From an optimization exercise on the open Yosys and OpenROAD flow, aimed at small area; shortcuts taken in it are not production practice.
Function was checked by simulation only, so behaviour that the tests miss may differ from the original.
Power figures rest on the tool's default switching activity, not on a simulated workload.

===== flow/design.v =====
module rclc_crc8_step #(
    parameter [7:0] POLY = 8'hD5
) (
    input  wire [7:0] crc_in,
    input  wire [7:0] data_in,
    output wire [7:0] crc_out
);
    wire [7:0] r0 = crc_in ^ data_in;
    wire [7:0] r1 = r0[7] ? ({r0[6:0], 1'b0} ^ POLY) : {r0[6:0], 1'b0};
    wire [7:0] r2 = r1[7] ? ({r1[6:0], 1'b0} ^ POLY) : {r1[6:0], 1'b0};
    wire [7:0] r3 = r2[7] ? ({r2[6:0], 1'b0} ^ POLY) : {r2[6:0], 1'b0};
    wire [7:0] r4 = r3[7] ? ({r3[6:0], 1'b0} ^ POLY) : {r3[6:0], 1'b0};
    wire [7:0] r5 = r4[7] ? ({r4[6:0], 1'b0} ^ POLY) : {r4[6:0], 1'b0};
    wire [7:0] r6 = r5[7] ? ({r5[6:0], 1'b0} ^ POLY) : {r5[6:0], 1'b0};
    wire [7:0] r7 = r6[7] ? ({r6[6:0], 1'b0} ^ POLY) : {r6[6:0], 1'b0};
    wire [7:0] r8 = r7[7] ? ({r7[6:0], 1'b0} ^ POLY) : {r7[6:0], 1'b0};
    assign crc_out = r8;
endmodule
module rclc_deframer (
    input  wire       clk,
    input  wire       rst,         
    input  wire       in_valid,    
    input  wire [7:0] in_byte,
    input  wire       dec_reset,   
    output reg        ev_valid,    
    output reg  [1:0] dec_event,   
    output reg  [2:0] rx_state,    
    output reg        frame_valid,
    output wire [7:0] frame_dc,
    output wire [7:0] frame_len,
    input  wire [5:0] rd_addr,
    output wire [7:0] rd_data      
);
    localparam [7:0] V2_POLY   = 8'hD5;
    localparam [7:0] HDR_V2    = 8'hCC;
    localparam [7:0] HDR_CRC   = 8'hA5;    
    localparam [2:0] S_HEADER = 3'd0,
                     S_DC     = 3'd1,
                     S_LEN    = 3'd2,
                     S_PAY    = 3'd3,
                     S_CRC    = 3'd4;
    localparam [1:0] EV_NONE     = 2'd0,
                     EV_FRAME    = 2'd1,
                     EV_FRAMING  = 2'd2,
                     EV_CHECKSUM = 2'd3;
    reg  [3:0]   rx_dc;
    reg  [5:0]   rx_len;
    reg  [5:0]   rx_rem;       
    reg  [7:0]   rx_crc;
    reg  [3:0]   fr_dc;
    reg  [5:0]   fr_len;
    reg  [495:0] rx_q;
    reg  [495:0] frame_q;
    assign frame_dc  = {4'h0, fr_dc};
    assign frame_len = {2'b00, fr_len};
    wire [7:0] crc_next;
    rclc_crc8_step #(.POLY(V2_POLY)) u_crc (
        .crc_in (rx_crc),
        .data_in(in_byte),
        .crc_out(crc_next)
    );
    wire st_hdr = (rx_state == S_HEADER);
    wire st_dc  = (rx_state == S_DC);
    wire st_len = (rx_state == S_LEN);
    wire st_pay = (rx_state == S_PAY);
    wire st_crc = (rx_state == S_CRC);
    wire crc_ok = (in_byte == rx_crc);
    wire commit = in_valid & ~dec_reset & st_crc & crc_ok;
    always @(posedge clk) begin
        if (in_valid)
            rx_q <= {rx_q[487:0], in_byte};
        if (commit)
            frame_q <= rx_q;
    end
    always @(posedge clk) begin
        if (in_valid) begin
            rx_crc <= st_hdr ? HDR_CRC : crc_next;
            rx_rem <= st_len ? in_byte[5:0] : rx_rem - 6'd1;
            if (st_dc)
                rx_dc <= in_byte[3:0];
            if (st_len)
                rx_len <= in_byte[5:0];
        end
        if (commit) begin
            fr_dc  <= rx_dc;
            fr_len <= rx_len;
        end
    end
    always @(posedge clk) begin
        if (rst) begin
            ev_valid    <= 1'b0;
            dec_event   <= EV_NONE;
            rx_state    <= S_HEADER;
            frame_valid <= 1'b0;
        end else if (dec_reset) begin
            ev_valid <= 1'b0;
            rx_state <= S_HEADER;
        end else if (in_valid) begin
            ev_valid <= 1'b1;
            case (rx_state)
                S_HEADER: begin
                    rx_state  <= (in_byte == HDR_V2) ? S_DC : S_HEADER;
                    dec_event <= (in_byte == HDR_V2) ? EV_NONE : EV_FRAMING;
                end
                S_DC: begin
                    rx_state  <= (in_byte[7:4] != 4'h0) ? S_HEADER : S_LEN;
                    dec_event <= (in_byte[7:4] != 4'h0) ? EV_FRAMING : EV_NONE;
                end
                S_LEN: begin
                    rx_state  <= (in_byte > 8'd62) ? S_HEADER :
                                 (in_byte == 8'd0) ? S_CRC : S_PAY;
                    dec_event <= (in_byte > 8'd62) ? EV_FRAMING : EV_NONE;
                end
                S_PAY: begin
                    rx_state  <= (rx_rem == 6'd1) ? S_CRC : S_PAY;
                    dec_event <= EV_NONE;
                end
                S_CRC: begin
                    if (crc_ok)
                        frame_valid <= 1'b1;
                    rx_state  <= S_HEADER;
                    dec_event <= crc_ok ? EV_FRAME : EV_CHECKSUM;
                end
                default: begin
                    rx_state  <= S_HEADER;
                    dec_event <= EV_FRAMING;
                end
            endcase
        end else begin
            ev_valid <= 1'b0;
        end
    end
    wire [5:0] rd_pos = fr_len + ~rd_addr;
    assign rd_data = frame_q[8*rd_pos +: 8];
endmodule

===== flow/run.sh =====
#!/bin/bash
# synth_recipe.tcl (not shown) runs the flow's synth.tcl, then flattens the netlist and writes it again
# the make line also repeats each setting of config.mk as NAME=value (left out here)
make -C /OpenROAD-flow-scripts/flow DESIGN_CONFIG=/design/flow/config.mk WORK_HOME=/design/flow/orfs CLKGATE_MAP_FILE= SYNTH_SCRIPT=/design/flow/synth_recipe.tcl finish

===== flow/config.mk =====
export PLATFORM = sky130hd
export DESIGN_NAME = rclc_deframer
export DESIGN_NICKNAME = rclc_deframer
export VERILOG_FILES = /design/flow/design.v
export SDC_FILE = /design/flow/constraint.sdc
export NUM_CORES = 4
export LEC_CHECK = 0
export CAP_MARGIN = 20
export CORE_MARGIN = 2
export CORE_UTILIZATION = 40
export SLEW_MARGIN = 20

===== flow/constraint.sdc =====
create_clock -name core_clock -period 10.0 [get_ports {clk}]
set_input_delay 2.0000 -clock core_clock [delete_from_list [all_inputs] [get_ports {clk}]]
set_output_delay 2.0000 -clock core_clock [all_outputs]
set_load 0.01 [all_outputs]

==> results of run 1 <==
[registers in the layout, indices dropped and copies added, names as in the netlist]
signal and count:
frame_q 496, rx_q 496, rx_crc 8, fr_len 6, rx_len 6, rx_rem 6, fr_dc 4, rx_dc 4
rx_state 3, dec_event 2, ev_valid 1, frame_valid 1
[critical path, stage by stage]
cell and delay (ps):
clkdlybuf4s50_1 470, inv_1 70, ha_4 160, fa_4 1230
buf_4 500, mux4_2 370, nor2b_1 140, a211oi_1 250
a211oi_1 80, a21oi_1 310, a21oi_1 130, clkdlybuf4s50_1 510
[cell type report]
| cell class | instances | area [um2] |
|---|---|---|
| clock inverters | 51 | 377 |
| clock buffers | 121 | 2560 |
| multi-input cells | 357 | 4820 |
| inverters | 9 | 33.8 |
| repair buffers | 67 | 688 |
| fillers | 7198 | 48700 |
| flip-flops and latches | 1033 | 30900 |
| well taps | 1176 | 1470 |
[kinds of logic after synthesis]
group / count (synthesis) / synth area share (%)
compound gates: 45 / 0.855
fa+ha+maj: 9 / 0.334
other cells: 1 / 0.0104
xor+xnor: 33 / 0.907
mux: 183 / 9.96
flops: 1033 / 85.9
buf+inv: 59 / 0.889
simple gates: 81 / 1.10
[per-layer routing]
metal  global-route usage [%]  vias to the layer above
li1                         -                     6242
met1                     16.8                     7374
met2                     18.8                      320
met3                     2.05                       80
met4                     4.43                        0
met5                        0                        -
[power breakdown]
part | switching, W | total [W] | internal [W]
clock network | 0.00149 | 0.00342 | 0.00193
registers | 0.0000606 | 0.00496 | 0.00490
logic | 0.000190 | 0.000331 | 0.000142
total | 0.00174 | 0.00871 | 0.00698
[cells in the final DEF, fill, tap and decap left out, types with 19 or more instances in the layout]
master,netlist,routed
clkbuf_16,0,99
clkdlybuf4s50_1,0,41
clkbuf_1,19,22
edfxtp_1,1026,1026
nand2_1,20,20
clkinv_1,0,22
buf_4,14,19
mux2i_1,40,40
nor2_1,22,22
mux4_2,140,140
[per-stage QoR]
| step | worst slack, ps | cell area, um2 | util, % |
|---|---|---|---|
| 3_3_place_gp | 1680 | 38000 | 42.4 |
| 5_1_grt | 1550 | 40900 | 45.6 |
| 3_5_place_dp | 1680 | 38000 | 42.4 |
| 6_report | 1740 | 40900 | 45.6 |
| 2_1_floorplan | 329 | 36000 | - |
| 4_1_cts | 1670 | 40900 | 45.6 |
[how the worst max path moves through the flow]
stage	start	endpoint	slack [ps]	depth (start not counted)
2_1_floorplan	in_byte[7]	fr_dc[0]	330	5
3_3_place_gp	rd_addr[0]	rd_data[0]	1680	12
3_5_place_dp	rd_addr[0]	rd_data[4]	1680	10
4_1_cts	rd_addr[0]	rd_data[6]	1670	11
5_1_grt	rd_addr[0]	rd_data[0]	1550	12
6_report	rd_addr[0]	rd_data[0]	1740	12
==> run summary, run 1 <==
Outcome
The flow ran to the end and the layout has no timing, DRC or antenna violations.

Synthesis
The library cell occupying the most area in the post-synthesis netlist is edfxtp_1. Among all flip-flop cells after synthesis, the most frequent one is edfxtp_1. The number of warning messages in the yosys log is 1. The most common cell in the netlist is edfxtp_1. The number of flops mapped to enable cells by yosys is 1026. Counting instances in the post-synthesis netlist gives the leading cell types as edfxtp_1, mux4_2, mux2i_1. The share of synthesized area in the top cell type comes to a little under nine tenths. The cell area that synthesis handed to floorplanning was approximately 0.036 mm2.

By area the synthesized netlist is led by edfxtp_1, mux4_2, mux2i_1. Each instance of the synthesized netlist takes up on average 24.9 um2. In the synthesized netlist, the number of instances is approximately 1.4k. After synthesis the netlist holds a flip-flop and latch count of ~1.0k. In the synthesized netlist the async set-or-reset flop fraction comes to 0%.

The sequential area share after synthesis is between 80% and 90%. The netlist uses 46 different library cells.

Routing
For this run, design rule violations remaining after detail routing come to 0. Wire segments on met3 add up to approximately 2400 um in the final route. In the final routed layout, each cell accounts on average for a little under 20 um. The count of nets left with antenna violations once routing finished came out at 0. The uppermost layer routed is met4.

The pre-antenna-repair detailed-routing pass consisted of 5 iterations. In the final routing, the length of wire on met1 measures 25400 um. The number of vias per cell is about 5.0. In the detailed route, the total length drawn on met2 is ~26000 um. After the first detailed-routing iteration, the DRC count stood at about 1.4k. Detailed routing inserted a total of between 10k and 15k vias.

The total length of routed wires is 55400 um.

Hold path
The worst hold path class is reg -> reg. For hold timing, the worst endpoint is frame_q[489]. The cell count of the worst hold path is 0.

The critical hold path startpoint is rx_q[489].

Global routing
After global routing the overflow that remains totals 0. The initial antenna violation count is 0. Global routing consumed, over all layers together, a little under an eighth of the routing resources. The first global-routing pass estimated between 80000 and 90000 um of wire. The via count of the first global-routing pass is between 10k and 15k. Entering global routing, the biggest net connects ~180 pins.

Clocking
The number of buffers added for setup after CTS is 0. The tree is rooted in a clkbuf_16. The post-cts repair resize count is 0. The H-tree generated during clock tree synthesis spans 3 levels. The later-pin clock latency in the skew report is around 650 ps.

The number of buffers created by CTS is 95. Counting along the longest clock path gives a buffer depth of 3. The register clock-pin slew on the reported worst setup and hold paths is roughly 60 ps. For this design, the CTS-stage hold fixing added 0 buffers.

TritonCTS built the clock tree. The number of sinks on the clock net is 1033.

Place
Routability-driven placement finished with a final weighted congestion of 0.728. The total of buffers placed on input and output ports is 42. The half-perimeter wire length after detailed placement is between 20000 and 30000 um.

The number of cells in the design after placement is 2642.

Setup path
The cell depth of the worst flop-to-flop path is 6. STA puts the critical path data arrival time at 6260 ps. In this run the worst path has a maximum fanout of 38.

The endpoint of the most critical register-to-register path is frame_q[55]. The startpoint identified for the worst register-to-register timing path is rx_crc[7]. The worst register-to-register path has a setup slack of 6300 ps.

The sort of element at the end of the critical path is a primary output. The required time at the endpoint of the critical path is 8000 ps. The startpoint-to-endpoint class of the critical path is in -> out.

The kind of launch point of the worst setup path is an input port.

STA
The setup TNS is 0 ps. The total setup violations reported at the end of the flow is 0. Across the routed clock network, the largest skew measured is 16.0 ps. The share of the clock period used by the worst path after layout is between 80 and 90%. The number of pins exceeding their max-slew limit in the final report is 0.

For the pin with the worst max-slew slack, the measured transition is between 1000 and 1500 ps. The fmax is about 120 MHz. Hold is met by between 400 and 500 ps. The final critical delay including setup and external delays is ~8300 ps. The final count of hold timing violations came to 0. Setup repair after global routing left no endpoint under its margin. The relative slew slack is roughly 27%.

Power and ir drop
Power spread over the standard cell area amounts to around 210 mW/mm2. The total power consumption of the routed design is ~0.0087 W. The maximum vdd ir drop is roughly 0.12 mV. The leakage power figure is 13.0 nW.

Run
The max-capacitance violation count is 0.

Floorplanning
The total I/O pin count is between 40 and 50. The number of placement rows is 110. The die is roughly 300 um tall. The die footprint is 0.0924 mm2. In this run the horizontal extent of the chip is about 300 um. The core area is between 0.08 and 0.09 mm2. For this configuration, the core starts out at a cell density of 40.2%.

Final layout
The filler-free cell count of the finished design is 2814. From synthesis to final layout, the design area changed by 13.6%. In the final design database the tool counted approximately 1.6k nets. The proportion of layout cells with a drive suffix above 1 is roughly a fifth.

The antenna cell count is 0.
==> run 2, diff against run 1 <==
--- a/flow/design.v
+++ b/flow/design.v
@@ -64,13 +64,33 @@
     wire st_len = (rx_state == S_LEN);
     wire st_pay = (rx_state == S_PAY);
     wire st_crc = (rx_state == S_CRC);
-    wire crc_ok = (in_byte == rx_crc);
+    wire crc_ok = (crc_next == 8'h00);
     wire commit = in_valid & ~dec_reset & st_crc & crc_ok;
+    reg          ph;           
+    wire         rx_ld   = in_valid;
+    wire         rx_ld_n = ~in_valid;
+    wire         fr_ld   = commit;
+    wire         fr_ld_n = ~commit;
+    wire [495:0] rx_d;
+    wire [495:0] frame_d;
+    wire [503:0] rx_src = {rx_q, in_byte ^ {8{ph}}};
+    genvar gh;
+    generate
+        for (gh = 0; gh < 62; gh = gh + 1) begin : g_hold
+            rclc_hold8 u_rx (
+                .s(rx_ld), .s_n(rx_ld_n),
+                .a(rx_src[8*gh +: 8]), .q(rx_q[8*gh +: 8]), .y(rx_d[8*gh +: 8])
+            );
+            rclc_hold8 u_fr (
+                .s(fr_ld), .s_n(fr_ld_n),
+                .a(rx_q[8*gh +: 8]), .q(frame_q[8*gh +: 8]), .y(frame_d[8*gh +: 8])
+            );
+        end
+    endgenerate
     always @(posedge clk) begin
-        if (in_valid)
-            rx_q <= {rx_q[487:0], in_byte};
-        if (commit)
-            frame_q <= rx_q;
+        ph      <= ~(ph | rst);
+        rx_q    <= rx_d;
+        frame_q <= frame_d;
     end
     always @(posedge clk) begin
         if (in_valid) begin
@@ -130,6 +150,82 @@
             ev_valid <= 1'b0;
         end
     end
-    wire [5:0] rd_pos = fr_len + ~rd_addr;
-    assign rd_data = frame_q[8*rd_pos +: 8];
-endmodule
+    wire [5:0]  rd_pos = fr_len + ~rd_addr;
+    wire [7:0]  rd_hi_n;
+    wire [7:0]  rd_lo_n;
+    wire [63:0] rd_sel;
+    rclc_dec3n u_dec_hi (.a(rd_pos[5:3]), .y_n(rd_hi_n));
+    rclc_dec3n u_dec_lo (.a(rd_pos[2:0]), .y_n(rd_lo_n));
+    genvar gi, gb;
+    generate
+        for (gi = 0; gi < 64; gi = gi + 1) begin : g_sel
+            rclc_nor2 u_sel (.a(rd_hi_n[gi / 8]), .b(rd_lo_n[gi % 8]), .y(rd_sel[gi]));
+        end
+        for (gb = 0; gb < 8; gb = gb + 1) begin : g_rd
+            wire [20:0] grp_n;
+            for (gi = 0; gi < 20; gi = gi + 1) begin : g_grp
+                rclc_rd_aoi3 u_aoi (
+                    .d({frame_q[8*(3*gi+2)+gb], frame_q[8*(3*gi+1)+gb], frame_q[8*(3*gi)+gb]}),
+                    .s(rd_sel[3*gi+2 : 3*gi]),
+                    .y(grp_n[gi])
+                );
+            end
+            rclc_rd_aoi2 u_aoi2 (
+                .d({frame_q[8*61+gb], frame_q[8*60+gb]}),
+                .s(rd_sel[61:60]),
+                .y(grp_n[20])
+            );
+            assign rd_data[gb] = ~&grp_n ^ ph;
+        end
+    endgenerate
+endmodule
+module rclc_rd_aoi3 (
+    input  wire [2:0] d,
+    input  wire [2:0] s,
+    output wire       y
+);
+    assign y = ~|(d & s);
+endmodule
+module rclc_rd_aoi2 (
+    input  wire [1:0] d,
+    input  wire [1:0] s,
+    output wire       y
+);
+    assign y = ~|(d & s);
+endmodule
+module rclc_hold8 (
+    input  wire       s,
+    input  wire       s_n,
+    input  wire [7:0] a,
+    input  wire [7:0] q,
+    output wire [7:0] y
+);
+    genvar k;
+    generate
+        for (k = 0; k < 8; k = k + 1) begin : g_bit
+            rclc_hold1 u_bit (.s(s), .s_n(s_n), .a(a[k]), .q(q[k]), .y(y[k]));
+        end
+    endgenerate
+endmodule
+module rclc_hold1 (
+    input  wire s,
+    input  wire s_n,
+    input  wire a,
+    input  wire q,
+    output wire y
+);
+    assign y = ~((s_n | a) & (s | q));
+endmodule
+module rclc_dec3n (
+    input  wire [2:0] a,
+    output wire [7:0] y_n
+);
+    assign y_n = ~(8'd1 << a);
+endmodule
+module rclc_nor2 (
+    input  wire a,
+    input  wire b,
+    output wire y
+);
+    assign y = ~(a | b);
+endmodule
--- a/flow/config.mk
+++ b/flow/config.mk
@@ -7,5 +7,9 @@
 export LEC_CHECK = 0
 export CAP_MARGIN = 20
 export CORE_MARGIN = 2
-export CORE_UTILIZATION = 40
+export CORE_UTILIZATION = 70
+export CTS_BUF_LIST = sky130_fd_sc_hd__clkbuf_8
+export CTS_CLUSTER_DIAMETER = 50
+export CTS_CLUSTER_SIZE = 16
 export SLEW_MARGIN = 20
+export SYNTH_HIERARCHICAL = 1
==> run 2 against run 1 <==
Still clean on timing, DRC and antenna. Synthesized cell count increased by 72%. Sequential power decreased by 4%. Die area decreased by 50%. Wire length increased by 57%. Clock skew increased by 16 ps. Cell count increased by 15%. Count of clock-buffer cells in the layout decreased by 42. Largest power group unchanged.
==> run summary, run 2 <==
Synthesis
Each instance of the synthesized netlist takes up on average around 12 um2. The library cell occupying the most area in the post-synthesis netlist is dfxtp_1. Counting flops with an async set or reset pin after synthesis yields a share of 0%.

The area share of the largest cell type after synthesis is between 60% and 70%. Among all flip-flop cells after synthesis, the most frequent one is dfxtp_1. Summing every instance area after synthesis gives 0.0309 mm2.

The number of warning messages in the yosys log is 7. The number of library cell types mapped by synthesis is 46. The number of flip-flops and latches in the synthesized netlist is roughly 1.0k. The sequential area share after synthesis is 68.1%. In the synthesized netlist, the cells that appear most often are dfxtp_1, o22ai_1, a222oi_1.

Among all cell types in the netlist, the one instantiated most often is dfxtp_1. Counting flops with a built-in enable in the synthesized netlist gives 34. Ranked by total cell area, the synthesized netlist is headed by dfxtp_1, o22ai_1, a222oi_1. Counting every instance in the synthesized netlist gives around 2.5k.

STA
The final-layout worst hold slack is 421 ps. Setup repair after global routing left no endpoint under its margin. The final count of hold timing violations came to 0. Summed over all failing endpoints, the final setup total negative slack is 0 ps.

The fmax is about 100 MHz. Setup violations remaining at the end of the flow were counted as 0. The relative slew slack is roughly 19%.

The clock arrives with 31.8 ps of skew. The slew at the pin closest to its max-slew limit is between 1000 and 1500 ps. The number of pins exceeding their max-slew limit in the final report is 0. Subtracting the final worst setup slack from the clock period gives 9640 ps.

The share of the clock period used by the worst path after layout is 96.4%.

Clocking
The post-cts hold buffer count is 0. The number of buffers added for setup after CTS is 0. The number of sinks on the clock net is 1034. The register clock-pin slew on the reported worst setup and hold paths is roughly 100 ps.

The number of buffers created by CTS is 76. The CTS root buffer is clkbuf_8. TritonCTS built the clock tree. In this run the deepest clock path goes through 3 buffers. The later-pin clock latency in the skew report is between 600 and 700 ps. The H-tree generated during clock tree synthesis spans 3 levels. The post-cts repair resize count is 0.

Final layout
The library cell used most frequently in the layout, excluding fill and tap cells, is dfxtp_1. The largest registers in the layout are frame_q (496), rx_q (496), rx_crc (8). The total of fill cells in the finished design is 2673. For this run, the post-layout net count is between 2k and 3k. The proportion of layout cells with a drive suffix above 1 is under 10%. Once layout is done, the placed cells without fillers occupy about 0.034 mm2. The area growth from synthesis to layout is 8.47%. The number of antenna diodes in the final layout is 0. The top cell types in the final layout, fill and taps aside, are dfxtp_1, o22ai_1, a222oi_1.

Place
The HPWL after detailed placement is roughly 55000 um. The total of buffers placed on input and output ports is 42. Routability-driven placement finished with a final weighted congestion of roughly 0.96. Once placement finished, the instance area stood at about 0.032 mm2.

Floorplanning
The number of placement rows is 76. The floorplan step set the die height to approximately 210 um. For this configuration, the core starts out at a cell density of between 70% and 80%. The core area is roughly 0.043 mm2. The die footprint is between 0.04 and 0.05 mm2. In this run the horizontal extent of the chip is about 210 um.

The total I/O pin count is 49.

Run
Max-cap violations in this run came to 0.

Routing
The total number of vias is 24.3k. In the final routed layout, each cell accounts on average for approximately 27 um. The met2 layer wire length in the routed design is about 40000 um. After detailed routing, the number of remaining DRC violations is 0. Wires add up to roughly 87000 um. The detailed-router iteration count before antenna repair is 14. The number of violations reported at the end of detailed-routing iteration 0 is approximately 4.6k. The highest metal layer carrying signal wires in the routed design is met4. In the routed layout, each cell is associated on average with a via count of around 7.6.

The met3 routed wirelength is roughly 7400 um. The count of nets left with antenna violations once routing finished came out at 0. The met1 routed wirelength after detailed routing is ~34000 um.

Power and ir drop
The maximum vdd ir drop is 0.231 mV. Summed over all cells, the static leakage comes to around 12 nW. The power per cell area is approximately 210 mW/mm2.

Setup path
The top fanout value on the critical path is 8. STA puts the critical path data required time at roughly 8000 ps. The critical path goes through clkdlybuf4s50_1 -> inv_1 -> ha_1 -> a21o_1 -> a21oi_1 -> o21bai_1 -> a21oi_1 -> xnor2_1 -> or3b_1 -> nor2_1 -> a222oi_1 -> nand4_1 -> nor4_1 -> nand4_1 -> xor2_1 -> clkdlybuf4s50_1.

The sort of element at the end of the critical path is a primary output. The startpoint-to-endpoint class of the critical path is in -> out. The delay of the slowest cell on the worst path is 1030 ps. The arrival time of the worst setup path is approximately 7600 ps. The slowest stage of the critical path is the nor4_1 cell. The worst setup path is launched from an input port.

Hold path
In this run the worst hold path is classified as reg -> reg.

Global routing
The first global-routing pass estimated 134000 um of wire. Global routing used a little under two fifths of the available tracks across all layers. The aggregate global routing overflow is 0. Entering global routing, the biggest net connects between 200 and 250 pins. The via count of the first global-routing pass is 23.0k. The initial antenna violation count is 0.

Outcome
The flow ran to the end and the layout has no timing, DRC or antenna violations.
run 2: Yosys stat by module (local to each module, per instance), excerpt:
module	area [um2]	cells	copies in the design
rclc_hold1	6.26	1	992
rclc_dec3n	60.1	8	2
rclc_deframer	22300	1229	1
rclc_nor2	3.75	1	62
rclc_rd_aoi2	12.5	1	8
rclc_rd_aoi3	10.0	1	160
run 2: layout make-up:
class / count / area (um2) / share of cell area, %
tap: 585 / 732 / 2.18
clock inverter: 13 / 76.3 / 0.228
clock buffer: 79 / 1090 / 3.24
multi-input combinational: 1440 / 9900 / 29.5
sequential: 1034 / 21000 / 62.8
timing repair buffer: 61 / 632 / 1.88
inverter: 11 / 52.6 / 0.157
run 2: logic make-up after synthesis:
| family | Yosys count | share of synthesized area, % |
|---|---|---|
| xor+xnor | 47 | 1.83 |
| fa+ha+maj | 8 | 0.348 |
| other cells | 1 | 0.0121 |
| compound gates | 1181 | 26.0 |
| mux | 1 | 0.0324 |
| flops | 1034 | 68.1 |
| buf+inv | 20 | 0.332 |
| simple gates | 197 | 3.36 |
run 2: stage by stage:
stage	util [%]	setup WS [ps]	instances	power (W)
after floorplan	-	-12070	2494	0.00502
after global placement	74.6	889	3130	0.00519
after detailed placement	74.6	694	3130	0.00523
after CTS	77.3	672	3222	0.00713
after global routing	77.3	330	3223	0.00737
final	77.3	363	3223	0.00714
run 2: routing by layer:
metal | vias to the layer above | track usage [%]
li1 | 10800 | -
met5 | - | 0
met4 | 0 | 19.0
met1 | 11800 | 50.1
met3 | 295 | 6.20
met2 | 1448 | 57.3
run 2: worst max-delay path: cells and delay by family:
kind / cells / cell delay, ps
compound gates: 5 / 980
xor+xnor: 2 / 1080
fa+ha+maj: 1 / 290
buf+inv: 3 / 1100
simple gates: 5 / 2150
run 2: final timing paths:
kind                                 start      endpoint  slack, ps  cells past startpoint
worst min-delay path             rx_len[1]     fr_len[1]        420                      0
worst max register to register   rx_crc[2]  frame_q[423]       5790                      9
worst min register to register   rx_len[1]     fr_len[1]        420                      0
worst max-delay path            rd_addr[1]    rd_data[2]        360                     16
run 2: report_power, final:
group | internal (W) | leakage, nW | total [W] | switching [W]
Combinational | 0.000197 | 2.33 | 0.000407 | 0.000210
Clock | 0.000724 | 0.628 | 0.00197 | 0.00125
Sequential | 0.00446 | 9.11 | 0.00476 | 0.000304
Total | 0.00538 | 12.1 | 0.00714 | 0.00176
==> run 3, diff against run 2 <==
==> flow/flow/run.sh (new file) <==
#!/bin/bash
# The standard layout, with two layout options changed:
#  - port buffers use the smallest buffer (buf_1) instead of the resizer's pick;
#  - clock tree synthesis with the same clustering settings and no dummy loads.
set -euo pipefail
cat >> config.mk <<'CFG'
export BUFFER_PORTS_ARGS = -buffer_cell sky130_fd_sc_hd__buf_1
export CTS_ARGS = -sink_clustering_enable -repair_clock_nets -sink_clustering_size 16 -sink_clustering_max_diameter 50 -buf_list sky130_fd_sc_hd__clkbuf_8 -dont_use_dummy_load
CFG
bash standard.sh > standard.log 2>&1
==> flow/standard.sh (new file) <==
#!/bin/bash
# synth_recipe.tcl (not shown) runs the flow's synth.tcl, then flattens the netlist and writes it again
# the make line also repeats each setting of config.mk as NAME=value (left out here)
make -C /OpenROAD-flow-scripts/flow DESIGN_CONFIG=/design/flow/config.mk WORK_HOME=/design/flow/orfs CLKGATE_MAP_FILE= SYNTH_SCRIPT=/design/flow/synth_recipe.tcl "${@:-finish}"
--- a/flow/config.mk
+++ b/flow/config.mk
@@ -13,3 +13,5 @@
 export CTS_CLUSTER_SIZE = 16
 export SLEW_MARGIN = 20
 export SYNTH_HIERARCHICAL = 1
+export BUFFER_PORTS_ARGS = -buffer_cell sky130_fd_sc_hd__buf_1
+export CTS_ARGS = -sink_clustering_enable -repair_clock_nets -sink_clustering_size 16 -sink_clustering_max_diameter 50 -buf_list sky130_fd_sc_hd__clkbuf_8 -dont_use_dummy_load
removed: flow/run.sh
==> run 3 against run 2 <==
Still clean. Largest power group unchanged. Critical endpoint is now rd_data[1]. Count of clock-buffer cells in the layout decreased by 3. Non-clock buffer count decreased by 2. Clock skew increased by 22 ps.
==> run summary, run 3 <==
Outcome
The flow ran to the end and the layout has no timing, DRC or antenna violations.

Clocking
TritonCTS created 76 clock buffers. The clock tree buffer depth is 3. For this design, the CTS-stage hold fixing added 0 buffers.

The number of buffers added for setup after CTS is 0. In this run the number of H-tree levels came out at 3. The CTS root buffer is clkbuf_8. TritonCTS built the clock tree. Clock-pin slew was measured on the worst setup and hold paths at approximately 80 ps. The number of sinks on the clock net is around 1.0k. The later-pin clock latency in the skew report is about 700 ps. Once the clock tree was built, the resizer swapped 0 gates to a different size.

Setup path
Of all nets on the critical path, the largest fanout is 8. The setup check on the worst reg-to-reg path leaves a slack of approximately 5700 ps. The kind of launch point of the worst setup path is an input port. The sort of element at the end of the critical path is a primary output. The endpoint of the most critical register-to-register path is frame_q[152]. The required time at the endpoint of the critical path is about 8000 ps. The worst register-to-register path begins at rx_crc[2]. The endpoint of the most critical setup path is rd_data[1]. The most critical setup path has its startpoint at rd_addr[0]. The critical path in this run is classified as in -> out. The cell depth of the worst flop-to-flop path is 9. The arrival time of the worst setup path is approximately 6800 ps.

Power and ir drop
Registers are responsible for 67.4% of the overall power. The switching component of the power is between 0.0015 and 0.002 W. The maximum vdd ir drop is 0.190 mV. The switching power share of the total is between 20% and 30%. Combinational logic burns about 5.6% of the power. The clock power share is 26.9%.

The internal power contribution is around 0.0053 W. Summing internal, switching and leakage power gives ~0.0070 W. The leakage power figure is 11.9 nW. The power per cell area is 213 mW/mm2.

STA
Adding up every negative setup slack in the final design gives 0 ps. The number of pins exceeding their max-slew limit in the final report was 0. The fmax is 114 MHz.

The share of the clock period used by the worst path after layout is just under 90%. The routed design could run at a clock period as short as just under 9000 ps. The final count of hold timing violations is 0.

Setup repair after global routing left no endpoint under its margin. Setup violations remaining at the end of the flow were counted as 0. Measured against its own limit, the worst slew margin works out to between 10% and 20%. At the pin with the least slew margin, the transition time is between 1000 and 1500 ps. The setup skew after layout is about 54 ps.

Final layout
The total of fill cells in the finished design is 2800. The repair_antennas step left the layout with diodes totalling 0. The largest registers in the layout are frame_q (496), rx_q (496), rx_crc (8). The sequential cell area is around 0.021 mm2. Compared with the post-synthesis result, the final layout area differs by 7.23%. The proportion of layout cells with a drive suffix above 1 is approximately 4.7%. Leaving out fill and tap cells, the most frequent cells in the layout are dfxtp_1, o22ai_1, a222oi_1.

Summing all multi-input logic gate instances after layout gives 0.00991 mm2. The number of nets in the layout is about 2.6k. The most common cell after layout, fill and taps aside is dfxtp_1.

Place
The total of buffers placed on input and output ports is between 40 and 50. Detailed placement finished with a half-perimeter wire length of between 50000 and 60000 um. Routability-driven placement finished with a final weighted congestion of between 1 and 1.5.

Floorplanning
The die covers roughly 0.046 mm2. The core region is ~0.043 mm2. The total I/O pin count is 49. Once the floorplan was initialized, standard cells occupied a little under three quarters of the core.

The floorplan step set the die width to ~210 um. From bottom edge to top edge, the die measures approximately 210 um. The number of placement rows is between 70 and 80.

Synthesis
Synthesis produced a netlist whose cell count is approximately 2.5k. The synthesized design contains about 1.0k register bits. The area share of the largest cell type after synthesis is between 60 and 70%. The commonest cells after synthesis are dfxtp_1, o22ai_1, a222oi_1. The synthesized design contains 34 enable-type register cells. For this run, the number of Yosys warnings is 7. After synthesis, the share of flip-flops with an asynchronous set or reset is 0%. After synthesis, the cell types taking the most area are dfxtp_1, o22ai_1, a222oi_1. After synthesis, the mean cell area works out to 12.4 um2. The most used flip-flop cell after synthesis is dfxtp_1. The post-synthesis cell area is slightly above 0.03 mm2. The sequential area share after synthesis is roughly two thirds. The number of library cell types mapped by synthesis is 46.

Of all cell types, the one taking the most synthesized area is dfxtp_1. The most common cell in the netlist is dfxtp_1.

Routing
The routed layout has approximately 24k vias. The number of vias per cell is about 7.6. The post-detailed-route count of antenna-violating nets is 0. In the final routed layout, each cell accounts on average for 27.0 um.

The number of violations reported at the end of detailed-routing iteration 0 is ~4.4k. The total length of routed wires is 86600 um. The number of remaining DRC errors is 0. The detailed-router iteration count before antenna repair is 9.

Global routing
Entering global routing, the biggest net connects between 200 and 250 pins. The aggregate global-route resource usage is 36.5%. The aggregate global routing overflow is 0. The wire length of the first global-routing pass is 133000 um.

The initial antenna violation count is 0. The via count of the first global-routing pass was roughly 23k.

Run
The tool flagged a number of max-cap violations equal to 0.

Hold path
The worst hold path class is reg -> reg.
==> run 3: layer usage <==
metal | vias to the layer above | part of all wire (%) | wire, um | GRT usage (%)
met5 | - | 0 | 0 | 0
met4 | 0 | 5.3 | 4600 | 18.1
met3 | 245 | 9.8 | 8470 | 7.83
met2 | 1484 | 46 | 39600 | 56.1
met1 | 11900 | 39 | 33900 | 49.4
li1 | 10700 | - | - | -
==> run 3: logic make-up after synthesis <==
group / after synthesis / synth area share [%]
DFF: 1034 / 68.1
and+or+nand+nor: 197 / 3.36
buffers and inverters: 20 / 0.332
muxes: 1 / 0.0324
other: 1 / 0.0121
AOI/OAI and AO/OA: 1181 / 26.0
adders and majority gates: 8 / 0.348
xor gates and xnor gates: 47 / 1.83
==> run 3: final cells by class <==
class	instances	area share, %
clock buffer	76	3.16
inverter	11	0.159
multi-input combinational	1440	29.9
sequential	1034	63.5
tap	585	2.21
timing repair buffer	59	1.09
==> run 3: worst min-delay path by stage <==
| stage | startpoint | to | slack, ps | cells past startpoint |
|---|---|---|---|---|
| 2_1_floorplan | rx_dc[0] | fr_dc[0] | 400 | 0 |
| 4_1_cts | rx_dc[2] | fr_dc[2] | 430 | 0 |
| 6_report | rx_dc[2] | fr_dc[2] | 420 | 0 |
| 3_5_place_dp | rx_dc[2] | fr_dc[2] | 400 | 0 |
| 3_3_place_gp | rx_dc[0] | fr_dc[0] | 400 | 0 |
| 5_1_grt | rx_dc[1] | fr_dc[1] | 430 | 0 |
==> run 3: power by group through the flow <==
stage / clock [W] / combinational (W) / sequential [W]
2_1_floorplan: 0 / 0.000289 / 0.00473
3_3_place_gp: 0 / 0.000363 / 0.00482
3_5_place_dp: 0 / 0.000385 / 0.00483
4_1_cts: 0.00192 / 0.000387 / 0.00474
5_1_grt: 0.00206 / 0.000428 / 0.00479
6_report: 0.00190 / 0.000397 / 0.00475
==> run 3: critical path, cell delays in order <==
cell      delay, ps
buf_1            90
inv_1            50
ha_1            200
fa_1            400
a21oi_1         180
nor2_1           60
nor2_1          130
xnor2_1         490
or3b_1          380
nor2_1          240
a222oi_1        640
nand4_1         320
nor4_1          930
nand4_1         270
xor2_1          210
buf_1           170
==> run 3: per-module statistics from Yosys (local to each module, per instance), excerpt <==
module | cell area [um2] | cells | times used | flops+latches
rclc_rd_aoi2 | 12.5 | 1 | 8 | 0
rclc_rd_aoi3 | 10.0 | 1 | 160 | 0
rclc_nor2 | 3.75 | 1 | 62 | 0
rclc_deframer | 22300 | 1229 | 1 | 1034
rclc_hold1 | 6.26 | 1 | 992 | 0
rclc_dec3n | 60.1 | 8 | 2 | 0
==> run 3: metrics by stage <==
stage	worst slack [ps]	instances	area, um2	hold slack [ps]	utilization [%]
6_report	1230	3205	33100	423	76.4
5_1_grt	1280	3205	33100	427	76.4
4_1_cts	1590	3204	33100	425	76.4
3_5_place_dp	1630	3128	32100	405	73.9
3_3_place_gp	1710	3128	32100	401	73.9
2_1_floorplan	-12070	2494	31000	400	-
==> run 4, diff against run 3 <==
--- a/flow/design.v
+++ b/flow/design.v
@@ -5,16 +5,51 @@
     input  wire [7:0] data_in,
     output wire [7:0] crc_out
 );
-    wire [7:0] r0 = crc_in ^ data_in;
-    wire [7:0] r1 = r0[7] ? ({r0[6:0], 1'b0} ^ POLY) : {r0[6:0], 1'b0};
-    wire [7:0] r2 = r1[7] ? ({r1[6:0], 1'b0} ^ POLY) : {r1[6:0], 1'b0};
-    wire [7:0] r3 = r2[7] ? ({r2[6:0], 1'b0} ^ POLY) : {r2[6:0], 1'b0};
-    wire [7:0] r4 = r3[7] ? ({r3[6:0], 1'b0} ^ POLY) : {r3[6:0], 1'b0};
-    wire [7:0] r5 = r4[7] ? ({r4[6:0], 1'b0} ^ POLY) : {r4[6:0], 1'b0};
-    wire [7:0] r6 = r5[7] ? ({r5[6:0], 1'b0} ^ POLY) : {r5[6:0], 1'b0};
-    wire [7:0] r7 = r6[7] ? ({r6[6:0], 1'b0} ^ POLY) : {r6[6:0], 1'b0};
-    wire [7:0] r8 = r7[7] ? ({r7[6:0], 1'b0} ^ POLY) : {r7[6:0], 1'b0};
-    assign crc_out = r8;
+    generate
+        if (POLY == 8'hD5) begin : g_d5
+            wire [7:0] r;
+            wire t8, t9, t10, t11, t12, t13, t14, u4, u0;
+            genvar k;
+            for (k = 0; k < 8; k = k + 1) begin : g_r
+                rclc_xor2 u_r (.a(crc_in[k]), .b(data_in[k]), .y(r[k]));
+            end
+            rclc_xor2 u_t8  (.a(r[2]), .b(r[7]), .y(t8));
+            rclc_xor2 u_t9  (.a(r[1]), .b(t8),   .y(t9));
+            rclc_xor2 u_t10 (.a(r[0]), .b(r[6]), .y(t10));
+            rclc_xor2 u_t11 (.a(r[5]), .b(t10),  .y(t11));
+            rclc_xor2 u_t12 (.a(r[4]), .b(t9),   .y(t12));
+            rclc_xor2 u_t13 (.a(r[3]), .b(t9),   .y(t13));
+            rclc_xor2 u_t14 (.a(r[1]), .b(t10),  .y(t14));
+            rclc_xor2 u_o7  (.a(t8),   .b(t11),  .y(crc_out[7]));
+            rclc_xor2 u_o6  (.a(r[0]), .b(t12),  .y(crc_out[6]));
+            rclc_xor2 u_o5  (.a(r[5]), .b(t13),  .y(crc_out[5]));
+            rclc_xor2 u_u4  (.a(r[2]), .b(r[4]), .y(u4));
+            rclc_xor2 u_o4  (.a(u4),   .b(t14),  .y(crc_out[4]));
+            rclc_xor2 u_o3  (.a(r[6]), .b(t13),  .y(crc_out[3]));
+            rclc_xor2 u_o2  (.a(t9),   .b(t11),  .y(crc_out[2]));
+            assign crc_out[1] = t12;
+            rclc_xor2 u_u0  (.a(r[3]), .b(r[7]), .y(u0));
+            rclc_xor2 u_o0  (.a(u0),   .b(t14),  .y(crc_out[0]));
+        end else begin : g_any
+            wire [7:0] r0 = crc_in ^ data_in;
+            wire [7:0] r1 = r0[7] ? ({r0[6:0], 1'b0} ^ POLY) : {r0[6:0], 1'b0};
+            wire [7:0] r2 = r1[7] ? ({r1[6:0], 1'b0} ^ POLY) : {r1[6:0], 1'b0};
+            wire [7:0] r3 = r2[7] ? ({r2[6:0], 1'b0} ^ POLY) : {r2[6:0], 1'b0};
+            wire [7:0] r4 = r3[7] ? ({r3[6:0], 1'b0} ^ POLY) : {r3[6:0], 1'b0};
+            wire [7:0] r5 = r4[7] ? ({r4[6:0], 1'b0} ^ POLY) : {r4[6:0], 1'b0};
+            wire [7:0] r6 = r5[7] ? ({r5[6:0], 1'b0} ^ POLY) : {r5[6:0], 1'b0};
+            wire [7:0] r7 = r6[7] ? ({r6[6:0], 1'b0} ^ POLY) : {r6[6:0], 1'b0};
+            wire [7:0] r8 = r7[7] ? ({r7[6:0], 1'b0} ^ POLY) : {r7[6:0], 1'b0};
+            assign crc_out = r8;
+        end
+    endgenerate
+endmodule
+module rclc_xor2 (
+    input  wire a,
+    input  wire b,
+    output wire y
+);
+    assign y = a ^ b;
 endmodule
 module rclc_deframer (
     input  wire       clk,
@@ -170,9 +205,9 @@
                     .y(grp_n[gi])
                 );
             end
-            rclc_rd_aoi2 u_aoi2 (
-                .d({frame_q[8*61+gb], frame_q[8*60+gb]}),
-                .s(rd_sel[61:60]),
+            rclc_rd_aoi3 u_aoi_last (
+                .d({1'b0, frame_q[8*61+gb], frame_q[8*60+gb]}),
+                .s({1'b0, rd_sel[61:60]}),
                 .y(grp_n[20])
             );
             assign rd_data[gb] = ~&grp_n ^ ph;
@@ -182,13 +217,6 @@
 module rclc_rd_aoi3 (
     input  wire [2:0] d,
     input  wire [2:0] s,
-    output wire       y
-);
-    assign y = ~|(d & s);
-endmodule
-module rclc_rd_aoi2 (
-    input  wire [1:0] d,
-    input  wire [1:0] s,
     output wire       y
 );
     assign y = ~|(d & s);
@@ -220,7 +248,35 @@
     input  wire [2:0] a,
     output wire [7:0] y_n
 );
-    assign y_n = ~(8'd1 << a);
+    wire [2:0] a_n;
+    genvar k;
+    generate
+        for (k = 0; k < 3; k = k + 1) begin : g_inv
+            rclc_inv u_inv (.a(a[k]), .y(a_n[k]));
+        end
+        for (k = 0; k < 8; k = k + 1) begin : g_dec
+            rclc_nand3 u_nand (
+                .a(k[0] ? a[0] : a_n[0]),
+                .b(k[1] ? a[1] : a_n[1]),
+                .c(k[2] ? a[2] : a_n[2]),
+                .y(y_n[k])
+            );
+        end
+    endgenerate
+endmodule
+module rclc_inv (
+    input  wire a,
+    output wire y
+);
+    assign y = ~a;
+endmodule
+module rclc_nand3 (
+    input  wire a,
+    input  wire b,
+    input  wire c,
+    output wire y
+);
+    assign y = ~(a & b & c);
 endmodule
 module rclc_nor2 (
     input  wire a,
==> flow/flow/run.sh (replaced) <==
#!/bin/bash
# The standard layout, with two layout options changed:
#  - port buffers use the smallest buffer (buf_1) instead of the resizer's pick;
#  - clock tree synthesis with the same clustering settings and no dummy loads.
set -euo pipefail
cat >> config.mk <<'CFG'
export BUFFER_PORTS_ARGS = -buffer_cell sky130_fd_sc_hd__buf_1
export CTS_ARGS = -sink_clustering_enable -repair_clock_nets -sink_clustering_size 18 -sink_clustering_max_diameter 55 -buf_list sky130_fd_sc_hd__clkbuf_8 -dont_use_dummy_load
CFG
bash standard.sh > standard.log 2>&1
==> flow/config.mk (replaced) <==
export PLATFORM = sky130hd
export DESIGN_NAME = rclc_deframer
export DESIGN_NICKNAME = rclc_deframer
export VERILOG_FILES = /design/flow/design.v
export SDC_FILE = /design/flow/constraint.sdc
export NUM_CORES = 4
export LEC_CHECK = 0
export CAP_MARGIN = 20
export CORE_MARGIN = 2
export CORE_UTILIZATION = 60
export CTS_BUF_LIST = sky130_fd_sc_hd__clkbuf_8
export CTS_CLUSTER_DIAMETER = 55
export CTS_CLUSTER_SIZE = 18
export SLEW_MARGIN = 20
export SYNTH_HIERARCHICAL = 1
export BUFFER_PORTS_ARGS = -buffer_cell sky130_fd_sc_hd__buf_1
export CTS_ARGS = -sink_clustering_enable -repair_clock_nets -sink_clustering_size 18 -sink_clustering_max_diameter 55 -buf_list sky130_fd_sc_hd__clkbuf_8 -dont_use_dummy_load
==> run 4 against run 3 <==
Combinational power is 2% lower. Wire length increased by 0.38%. Utilization fell by 11 points. Die area is 16% higher. Global-route usage decreased by 4.4 points. Via count is 2.5% lower. Count of clock-buffer cells in the layout decreased by 8. Power is 1.5% lower. Critical path type unchanged. Critical endpoint is now rd_data[2]. Largest cell class unchanged. Highest routed layer unchanged.
==> run summary, run 4 <==
Routing
In the routed layout, each cell is associated on average with a via count of about 7.2. The detailed-router iteration count before antenna repair is 11. The post-detailed-route count of antenna-violating nets is 0.

The total length of routed wires is 86900 um. For this block, the initial DRC count from the detailed router was approximately 3.7k. The detailed router placed around 24k vias in this run. The routed length per instance is 26.3 um. In the routed design, unresolved DRC markers number 0.

Clocking
The number of H-tree levels is 3. The number of sinks on the clock net is between 1k and 1.5k. The clock tree buffer depth is 3. The TritonCTS clock tree is done.

The post-cts repair resize count is 0. Counting the buffers created by CTS gives 68. Clock-pin slew was measured on the worst setup and hold paths at about 80 ps. The clock reaches the later pin of the worst-skew pair after between 600 and 700 ps.

Hold repair after CTS inserted 0 buffers. Clock tree synthesis selected as its root buffer the cell clkbuf_8. In this run the post-CTS setup repair buffer count came out at 0.

Synthesis
Ranked by total cell area, the synthesized netlist is headed by dfxtp_1, o22ai_1, a222oi_1. The prevailing post-synth register cell is dfxtp_1. The biggest area contributor in the post-synthesis netlist is dfxtp_1.

The number of flip-flops and latches in the synthesized netlist is 1034. In the synthesized netlist, the cells that appear most often are dfxtp_1, o22ai_1, a222oi_1. The synthesized instance count is 2498. Yosys instantiated no cell more often than dfxtp_1. The sequential area share after synthesis is around two thirds.

The post-synthesis cell area is roughly 0.03 mm2. The top cell type by area accounts for 65.1% of the synthesized area. During synthesis, Yosys emitted a total of 7 warnings.

The async set-or-reset flop fraction in the synthesized netlist is 0%. The mean post-synth cell area is about 12 um2. The number of library cell types mapped by synthesis is 40. The number of flops mapped to enable cells by yosys is 34.

Final layout
The number of antenna diodes in the final layout is 0. In the final layout, the registers with the most flip-flops are frame_q (496), rx_q (496), rx_crc (8). The final standard cell area without fillers is ~0.033 mm2.

The proportion of layout cells with a drive suffix above 1 is between 3 and 4%. From synthesis to final layout, the design area changed by 7.30%. In the layout the commonest cells are dfxtp_1, o22ai_1, a222oi_1.

Leaving out fill and tap cells, the most frequent cell in the layout is dfxtp_1. After the last flow step, the layout net total stands at 2665. The filler-free cell count of the finished design is approximately 3.3k.

Setup path
The arrival time of the worst setup path is around 7000 ps. The worst setup path is captured at a primary output. The setup path with the least slack is of type in -> out. STA puts the critical path data required time at 8000 ps. Counting cells, the worst reg-to-reg path comes to 12. The worst setup path is launched from an input port. In this run the worst path has a maximum fanout of 8.

Place
In this run, placement finished with an instance count of 3240. The half-perimeter wire length after detailed placement is approximately 55000 um. OpenSTA, run right after detailed placement, puts the worst setup slack at ~1500 ps. The placement-stage cell area is roughly 0.032 mm2. The last weighted congestion value of the routability-driven placer is 0.977. The total of buffers placed on input and output ports is between 40 and 50.

Global routing
The first global-routing pass estimated between 100000 and 150000 um of wire. The via count of the first global-routing pass is roughly 23k. The initial antenna violation count is 0. Global routing finished with a remaining overflow of 0. The largest net degree at the start of global routing is 237. The aggregate global-route resource usage is 32.1%.

STA
The relative slew slack is around 15%. The slew at the pin closest to its max-slew limit is 1270 ps. The setup TNS is 0 ps. Derived from the worst setup path, the maximum achievable clock frequency is 114 MHz. After layout, the worst path uses between 80% and 90% of the clock period.

The total setup violations reported at the end of the flow is 0. The worst path in the final design needs a cycle of slightly below 9000 ps, including I/O delays and setup. The final count of hold timing violations was 0. Setup repair after global routing left no endpoint under its margin. The number of pins exceeding their max-slew limit in the final report is 0.

Across all setup checks in the final design, the least slack found is 1200 ps. Clock skew on the completed layout was measured at 46.1 ps.

Run
The tool flagged a number of max-cap violations equal to 0.

Power and ir drop
The maximum vdd ir drop is 0.138 mV. The leakage power figure is between 10 and 15 nW. For this design the ratio of total power to cell area is about 210 mW/mm2.

Hold path
The worst hold path class is reg -> reg. The cell count of the worst hold path is 0.

Floorplanning
The number of placement rows is 82. The total I/O pin count is approximately 50. The total area inside the core boundary comes to ~0.050 mm2.

The horizontal die dimension is between 200 and 250 um. The die covers between 0.05 and 0.06 mm2. In this run the vertical extent of the chip is around 230 um. The initial utilization of the core area, before any placement, comes to roughly three fifths.

Outcome
The flow ran to the end and the layout has no timing, DRC or antenna violations.
## run 4: power breakdown
group / switching (W) / leakage (nW) / internal, W / total [W]
Sequential: 0.000289 / 9.11 / 0.00446 / 0.00475
Combinational: 0.000211 / 2.16 / 0.000177 / 0.000388
Clock: 0.00119 / 0.489 / 0.000616 / 0.00181
Total: 0.00169 / 11.8 / 0.00525 / 0.00694
## run 4: worst max-delay path, stage by stage
cell	delay, ps
buf_1	90
inv_1	80
ha_1	280
a21o_1	160
a21oi_1	250
o21bai_1	100
a21oi_1	180
xnor2_1	340
inv_1	210
nand3_1	290
nor2_1	210
a222oi_1	540
nand4_1	330
nor4_1	1060
nand4_1	300
xor2_1	220
buf_1	180
## run 4: final timing paths
path,start,to,slack [ps]
max reg2reg,rx_crc[2],frame_q[259],5260
min reg2reg,rx_dc[3],fr_dc[3],430
max,rd_addr[1],rd_data[2],1200
min,rx_dc[3],fr_dc[3],430
## run 4: cell type report
class / instances / area, um2
fillers: 3948 / 17400
well taps: 672 / 841
flip-flops and latches: 1034 / 21000
inverters: 17 / 75.1
clock buffers: 68 / 936
multi-input cells: 1458 / 9730
repair buffers: 60 / 360
## run 4: through the flow
stage,utilization [%],hold WS (ps),power (W)
2_1_floorplan,-,400,0.00501
3_3_place_gp,63.5,404,0.00519
3_5_place_dp,63.5,406,0.00521
4_1_cts,65.4,430,0.00697
5_1_grt,65.5,452,0.00721
6_report,65.5,427,0.00694
## run 4: logic make-up (layout without fill, tap and decap cells)
| logic type | Yosys count | count (layout) | synth area share (%) |
|---|---|---|---|
| AOI/OAI and AO/OA | 1181 | 1181 | 26.1 |
| xor gates and xnor gates | 49 | 49 | 1.40 |
| adders and majority gates | 8 | 8 | 0.350 |
| buffers and inverters | 27 | 145 | 0.431 |
| DFF | 1034 | 1034 | 68.4 |
| muxes | 1 | 1 | 0.0326 |
| other | 1 | 22 | 0.0122 |
| and+or+nand+nor | 197 | 197 | 3.25 |
## run 4: Yosys stat by module, one instance, submodules excluded, a selection
module	area, um2	cells inside	flops+latches
rclc_nand3	5.00	1	0
rclc_deframer	22300	1229	1034
rclc_rd_aoi3	10.0	1	0
rclc_hold1	6.26	1	0
rclc_nor2	3.75	1	0
rclc_xor2	8.76	1	0
rclc_inv	3.75	1	0
## run 4: per-layer routing
metal	wire [um]	GRT usage, %	up-vias
li1	-	-	10800
met1	36200	43.6	11600
met2	39600	49.3	1072
met3	6600	6.68	220
met4	4460	15.7	0
met5	0	0	-
==> run 5, diff against run 4 <==
--- a/flow/config.mk
+++ b/flow/config.mk
@@ -7,7 +7,7 @@
 export LEC_CHECK = 0
 export CAP_MARGIN = 20
 export CORE_MARGIN = 2
-export CORE_UTILIZATION = 60
+export CORE_UTILIZATION = 70
 export CTS_BUF_LIST = sky130_fd_sc_hd__clkbuf_8
 export CTS_CLUSTER_DIAMETER = 55
 export CTS_CLUSTER_SIZE = 18
==> run 5 against run 4 <==
Sequential power about the same. Still clean on timing, DRC and antenna. Utilization grew 11 points. Register-to-register slack gained 120 ps. Fmax down 2.8%. Global-route usage increased by 4.1 points. Cell area shrank 0.53%. Highest routed layer is now met5. Sequential share of layout area increased by 0.34 points. Cell count fell by 2.7%.
==> run summary, run 5 <==
Hold path
The startpoint identified for the worst hold timing path is rx_dc[1]. The worst hold path class is reg -> reg. The cell count of the worst hold path is 0. The worst hold endpoint is fr_dc[1].

Synthesis
After synthesis, the most frequently instantiated cells are dfxtp_1, o22ai_1, a222oi_1. After synthesis, the share of flip-flops with an asynchronous set or reset is 0%. The prevailing post-synth register cell is dfxtp_1. The number of library cell types mapped by synthesis is 40.

Yosys attributes the largest share of cell area to dfxtp_1, o22ai_1, a222oi_1. The Yosys step of the flow raised 7 warnings. The library cell occupying the most area in the post-synthesis netlist is dfxtp_1. Counting flops with a built-in enable in the synthesized netlist gives 34. The most common cell in the netlist is dfxtp_1. In this run the biggest area consumer among cell types represents around two thirds of the synthesized area.

The mean post-synth cell area is ~12 um2. The sequential area share after synthesis is approximately two thirds. The mapped netlist covers ~0.031 mm2.

The number of flip-flops and latches in the synthesized netlist is between 1k and 1.5k. The cell count after synthesis came out at 2498.

Final layout
The post-synthesis to final-layout area growth is 6.73%. In the final layout, the share of cells above drive strength 1 is around 3.8%. The share of the core filled with cells in the final layout is about 76%.

The antenna cell count is 0. Leaving out fill and tap cells, the most frequent cells in the layout are dfxtp_1, o22ai_1, a222oi_1. Leaving out fill and tap cells, the most frequent cell in the layout is dfxtp_1. In the final layout, the registers with the most flip-flops are frame_q (496), rx_q (496), rx_crc (8).

After routing the design area is ~0.033 mm2. The number of nets in the layout is approximately 2.7k.

Power and ir drop
The power per cell area is between 200 and 250 mW/mm2. The total power consumption of the routed design is a little under 0.007 W. The leakage power figure is 11.7 nW. IR analysis of the VDD net gives a maximum drop of roughly 0.18 mV.

STA
The setup slack of the critical path after layout is between 900 and 1000 ps. The final critical delay including setup and external delays is just over 9000 ps. The worst pin sits at a relative slew slack of a little under a fifth.

Setup violations remaining at the end of the flow were counted as 0. Setup repair after global routing left no endpoint under its margin. The share of the clock period used by the worst path after layout is between 90% and 100%. The final count of hold timing violations is 0. Between clock sinks in the finished design, the worst skew comes to roughly 65 ps. The slew at the pin closest to its max-slew limit is about 1200 ps. The number of pins exceeding their max-slew limit in the final report is 0. The fmax is 110 MHz.

Floorplanning
The number of placement rows is between 70 and 80. The core area is between 0.04 and 0.05 mm2. The total I/O pin count is 49. The die covers about 0.046 mm2.

The initial utilization of the core area, before any placement, comes to 71.2%. The horizontal die dimension is 214 um. From bottom edge to top edge, the die measures between 200 and 250 um.

Setup path
The critical path is of the in -> out type. The kind of launch point of the worst setup path is an input port. Walking the worst path, the cells encountered are buf_1 -> inv_1 -> ha_1 -> fa_1 -> a21oi_1 -> nor2_1 -> nor2_1 -> xnor2_1 -> inv_1 -> nand3_1 -> nor2_1 -> a222oi_1 -> nand4_1 -> nor4_1 -> nand4_1 -> xor2_1 -> buf_1.

Measured in cells, the most critical reg-to-reg path has a length of 12. The setup check on the worst reg-to-reg path leaves a slack of approximately 5400 ps. The most used cell along the critical path is nor2_1. STA classifies the critical path endpoint as a primary output.

STA puts the critical path data required time at about 8000 ps. The slowest stage of the critical path is the nor4_1 cell. The reg-to-reg critical path startpoint is rx_crc[2]. Along the worst path, the maximum fanout reaches 8.

The largest single stage delay on the critical path is between 1000 and 1500 ps. The endpoint of the most critical register-to-register path is frame_q[301]. The arrival time of the worst setup path is about 7100 ps. The launching element of the worst setup path is rd_addr[0].

Clocking
The tree is rooted in a clkbuf_8. Counting along the longest clock path gives a buffer depth of 3. After clock tree synthesis, the repair step resized 0 gates. The number of sinks on the clock net is a little over 1k. The TritonCTS clock tree is done. The later-pin clock latency in the skew report is roughly 700 ps.

The register clock-pin slew on the reported worst setup and hold paths is around 100 ps. The post-cts hold buffer count is 0. The number of H-tree levels is 3.

The number of buffers created by CTS is 67. In this run the post-CTS setup repair buffer count came out at 0.

Routing
After detailed routing, the number of remaining DRC violations is 0. The routed length per instance is 26.2 um. The detailed router finished its first iteration with roughly 4.5k violations. Summing over every cut layer, the via total after detailed routing is between 20k and 25k.

The first detailed-routing pass took 13 iterations. Dividing the detail-routed via count by the number of cells gives ~7.5. After detailed routing, the total wire length is approximately 84000 um. Once detail routing completed, the nets flagged for antenna violations numbered 0.

Place
The last weighted congestion value of the routability-driven placer is ~0.94. The worst slack after detailed placement is 1400 ps. The half-perimeter wire length after detailed placement is 53300 um. The total of buffers placed on input and output ports is 42. The placement-stage cell area is roughly 0.032 mm2.

Global routing
The via count of the first global-routing pass is about 22k. Entering global routing, the biggest net connects approximately 230 pins. The aggregate global-route resource usage is 36.2%. The initial antenna violation count came to 1. The wire length of the first global-routing pass is between 100000 and 150000 um.

The aggregate global routing overflow is 0.

Outcome
The flow ran to the end and the layout has no timing, DRC or antenna violations.

Run
The tool flagged a number of max-cap violations equal to 0.
==> run 5: cell types whose count changed in the layout (fill, tap and decap cells not counted) <==
cell,change
buf_12,-2
nor4_2,-4
clkbuf_8,-1
buf_4,+4
buf_6,-1
buf_2,-1
nor4_1,+4
==> run 5: worst max-delay path by stage <==
stage                 end  cells after the start
6_report       rd_data[5]                     17
5_1_grt        rd_data[5]                     17
4_1_cts        rd_data[5]                     17
3_5_place_dp   rd_data[5]                     17
3_3_place_gp   rd_data[5]                     17
2_1_floorplan  frame_q[0]                     10
==> run 5: layout make-up <==
| cell class | instances | area, um2 |
|---|---|---|
| flip-flops and latches | 1034 | 21000 |
| fillers | 2879 | 10400 |
| multi-input cells | 1458 | 9710 |
| clock buffers | 67 | 922 |
| well taps | 585 | 732 |
| repair buffers | 60 | 334 |
| inverters | 17 | 75.1 |
==> run 5: cell families (layout without fill, tap and decap cells) <==
kind of cell | count (synthesis) | in the layout | share of synthesized area, %
buf+inv | 27 | 144 | 0.431
other cells | 1 | 22 | 0.0122
flops | 1034 | 1034 | 68.4
mux | 1 | 1 | 0.0326
fa+ha+maj | 8 | 8 | 0.350
compound gates | 1181 | 1181 | 26.1
simple gates | 197 | 197 | 3.25
xor+xnor | 49 | 49 | 1.40
==> run 5: stage by stage <==
step                      hold slack (ps)  TNS (ps)  cells
after floorplan                       400  -6092150   2519
after global routing                  435         0   3221
after global placement                403         0   3154
after detailed placement              405         0   3154
final                                 431         0   3221
after CTS                             428         0   3221
==> run 5: power by group <==
part           internal (W)  switching [W]
clock              0.000608        0.00119
sequential          0.00446       0.000291
combinational      0.000176       0.000213
==> run 5: worst max-delay path, delay by kind of cell <==
family / cells / cell delay [ps]
compound gates: 2 / 960
buf+inv: 4 / 460
simple gates: 7 / 2520
fa+ha+maj: 2 / 610
xor+xnor: 2 / 520
==> run 5: routing by layer <==
metal	vias to the layer above	part of all wire (%)	track usage [%]
met3	270	8.6	6.34
met5	-	0.017	0
met2	1295	45	55.2
met1	11700	40	49.6
li1	10800	-	-
met4	2	6.0	19.7
==> run 5: modules after synthesis, one instance, submodules excluded, excerpt <==
module,flops+latches,cell area (um2),times used,cells
rclc_inv,0,3.75,6,1
rclc_nor2,0,3.75,62,1
rclc_hold1,0,6.26,992,1
rclc_deframer,1034,22300,1,1229
rclc_nand3,0,5.00,16,1
rclc_xor2,0,8.76,24,1
==> run 6, diff against run 5 <==
==> flow/flow/run.sh (replaced) <==
#!/bin/bash
# The standard layout, with two layout options changed:
#  - port buffers use the smallest buffer (buf_1) instead of the resizer's pick;
#  - clock tree synthesis with the same clustering settings and no dummy loads;
#  - the buffers abc put in are removed at floorplan (as global placement
#    does anyway) instead of a floorplan-stage timing repair.
set -euo pipefail
cat >> config.mk <<'CFG'
export REMOVE_ABC_BUFFERS = 1
export BUFFER_PORTS_ARGS = -buffer_cell sky130_fd_sc_hd__buf_1
export CTS_ARGS = -sink_clustering_enable -repair_clock_nets -sink_clustering_size 18 -sink_clustering_max_diameter 55 -buf_list sky130_fd_sc_hd__clkbuf_8 -dont_use_dummy_load
CFG
bash standard.sh > standard.log 2>&1
--- a/flow/config.mk
+++ b/flow/config.mk
@@ -7,11 +7,12 @@
 export LEC_CHECK = 0
 export CAP_MARGIN = 20
 export CORE_MARGIN = 2
-export CORE_UTILIZATION = 70
+export CORE_UTILIZATION = 60
 export CTS_BUF_LIST = sky130_fd_sc_hd__clkbuf_8
 export CTS_CLUSTER_DIAMETER = 55
 export CTS_CLUSTER_SIZE = 18
 export SLEW_MARGIN = 20
 export SYNTH_HIERARCHICAL = 1
+export REMOVE_ABC_BUFFERS = 1
 export BUFFER_PORTS_ARGS = -buffer_cell sky130_fd_sc_hd__buf_1
 export CTS_ARGS = -sink_clustering_enable -repair_clock_nets -sink_clustering_size 18 -sink_clustering_max_diameter 55 -buf_list sky130_fd_sc_hd__clkbuf_8 -dont_use_dummy_load
==> run 6 against run 5 <==
Fmax increased by 1.9%. Non-clock buffer count decreased by 2. Sequential power about the same. Still clean. Power increased by 0.67%. Critical endpoint is now rd_data[3]. Synthesized cell count unchanged. Synthesized area unchanged. Cell count increased by 2.7%. Largest power group unchanged.
==> run summary, run 6 <==
Outcome
The flow ran to the end and the layout has no timing, DRC or antenna violations.

Synthesis
dfxtp_1 takes more of the synthesized area than any other cell. The async set-or-reset flop fraction in the synthesized netlist is 0%. After synthesis the netlist holds a flip-flop and latch count of 1034.

The compound-cell area share of the yosys netlist is a little over a quarter. The number of flops mapped to enable cells by yosys is 34. After Yosys synthesis, and, or, nand and nor cells account for around 3.3% of the synthesized area.

The post-synthesis cell area is about 0.031 mm2. The largest family of logic cells by synthesized area is compound AO/OA/AOI/OAI gates. The top cell type by area accounts for roughly two thirds of the synthesized area. Of the total synthesized cell area, the portion taken by full adders, half adders and majority gates is 0.350%. By count the netlist is led by dfxtp_1, o22ai_1, a222oi_1. The xor/xnor cell area share of the yosys netlist is about 1.4%. The Yosys step of the flow raised 7 warnings. The multiplexer fraction of the synthesized cell area is less than 1%.

Among all cell types in the netlist, the one instantiated most often is dfxtp_1. Among all flip-flop cells after synthesis, the most frequent one is dfxtp_1.

Final layout
The filler cells instantiated in the layout total 3824. The post-synthesis to final-layout area growth is 7.04%. After routing the design area is approximately 0.033 mm2. The antenna cell count is 0. After the flow finishes, the layout carries non-filler instances totaling roughly 3.3k. The largest registers in the layout are frame_q (496), rx_q (496), rx_crc (8). The top cell types in the final layout, fill and taps aside, are dfxtp_1, o22ai_1, a222oi_1.

Setup path
Among all stages on the critical path, the largest delay is contributed by a222oi_1. The worst-case register-to-register setup slack is roughly 4600 ps. For the worst setup path, the data required time is around 8000 ps. The total buffers and inverters traversed by the critical path is 4.

Grouping stages by cell kind, the critical path spends the most delay in simple AND/OR/NAND/NOR gates. The delay of the slowest cell on the worst path is 980 ps. The most used cell along the critical path is nor2_1. The critical path crosses 17 cells after its start point.

STA classifies the critical path endpoint as a primary output. Along the worst path, the maximum fanout reaches 8. Traced cell by cell, the critical path runs through buf_1 -> inv_1 -> ha_1 -> fa_1 -> a21oi_1 -> nor2_1 -> nor2_1 -> xnor2_1 -> inv_1 -> nand3_1 -> nor2_1 -> a222oi_1 -> nand4_1 -> nor4_1 -> nand4_1 -> xor2_1 -> buf_1.

STA
Setup violations remaining at the end of the flow were counted as 0. The slew at the pin closest to its max-slew limit is approximately 1300 ps. The final critical delay including setup and external delays is 8890 ps. The fmax is about 110 MHz. The final critical path takes up 88.9% of the cycle. Setup repair after global routing left no endpoint under its margin.

The number of pins exceeding their max-slew limit in the final report is 0. Measured against its own limit, the worst slew margin works out to approximately a tenth. The final count of hold timing violations was 0.

Clocking
The post-cts repair resize count is 0. The register clock-pin slew on the reported worst setup and hold paths is ~110 ps. The clock reaches the later pin of the worst-skew pair after roughly 700 ps. Buffers added to address setup during post-CTS repair amount to 0.

The post-cts hold buffer count is 0.

Floorplanning
The floorplan step defined a core boundary enclosing just over 0.05 mm2. From left edge to right edge, the die measures 230 um. The total I/O pin count is slightly below 50.

The die footprint is about 0.053 mm2. The starting utilization of the core area is a little over 60%.

Place
Input and output buffers added on the ports amount to 42. The placement-stage cell area is ~0.032 mm2. The number of cells in the design after placement is between 3k and 4k. After legalization and detailed placement, the total HPWL measured approximately 56000 um.

Routing
For this run, design rule violations remaining after detail routing come to 0. Detailed routing inserted a total of ~24k vias. In this run the remaining antenna-violating nets after routing total 0. The met1 routed wirelength after detailed routing is roughly 38000 um.

The routed length per instance is between 20 and 30 um. The met3 routed wirelength is around 6500 um. Signal routing reaches up to met4. The total length of routed wires is roughly 89000 um.

Power and ir drop
The maximum vdd ir drop is about 0.16 mV. The leakage power figure is approximately 12 nW.

Run
The tool flagged a number of max-cap violations equal to 0.

Global routing
Global routing consumed, over all layers together, about 33% of the routing resources. The total overflow left after global routing is 0.
[run 6: worst min-delay path by stage]
stage / end / cells past startpoint / slack (ps) / from
after floorplan: fr_dc[0] / 0 / 400 / rx_dc[0]
after detailed placement: fr_dc[3] / 0 / 400 / rx_dc[3]
after global placement: fr_dc[2] / 0 / 400 / rx_dc[2]
after CTS: fr_dc[0] / 0 / 380 / rx_dc[0]
final: fr_dc[0] / 0 / 370 / rx_dc[0]
after global routing: fr_dc[0] / 0 / 390 / rx_dc[0]
[run 6: per-layer routing]
layer,track usage (%),vias to the layer above
li1,-,10800
met1,45.1,11800
met2,52.3,1079
met3,5.26,182
met4,12.2,0
met5,0,-
[run 6: Yosys stat by module (local to each module, per instance), excerpt]
module	cells	copies in the design	flip-flops and latches	area (um2)
rclc_deframer	1229	1	1034	22300
rclc_rd_aoi3	1	168	0	10.0
rclc_xor2	1	24	0	8.76
rclc_hold1	1	992	0	6.26
rclc_nand3	1	16	0	5.00
rclc_inv	1	6	0	3.75
rclc_nor2	1	62	0	3.75
[run 6: cell families (layout without fill, tap and decap cells)]
family | count (synthesis) | after routing
AO/OA/AOI/OAI | 1181 | 1181
XOR/XNOR | 49 | 49
adder cells (fa/ha/maj) | 8 | 8
buffers and inverters | 27 | 145
flip-flops | 1034 | 1034
multiplexers | 1 | 1
other | 1 | 22
AND/OR/NAND/NOR | 197 | 197
[run 6: cell type report]
| cell class | instances | area [um2] | share of cell area [%] |
|---|---|---|---|
| sequential | 1034 | 21000 | 63.9 |
| timing repair buffer | 58 | 319 | 0.970 |
| tap | 672 | 841 | 2.56 |
| clock buffer | 70 | 963 | 2.93 |
| inverter | 17 | 78.8 | 0.240 |
| multi-input combinational | 1458 | 9660 | 29.4 |
[run 6: power by group]
part           internal (W)  leakage [nW]  switching [W]
clock              0.000633         0.503        0.00121
sequential          0.00446          9.11       0.000299
combinational      0.000175          2.13       0.000212
[run 6: through the flow]
stage          hold slack [ps]  utilization (%)  total power, W  worst slack [ps]
2_1_floorplan              400                -         0.00501            -42290
3_3_place_gp               404             63.4         0.00519              1370
3_5_place_dp               405             63.4         0.00522              1300
4_1_cts                    375             65.3         0.00700              1280
5_1_grt                    391             65.3         0.00722               944
6_report                   372             65.3         0.00698              1110

Check on run 6: ideal ports give 1.113 ns setup slack; a clkbuf_16 on the clock port and buf_2 on the inputs give 1.090 ns; moving port delays by the midpoint clock arrival (0.714 ns) as well gives 1.090 ns.
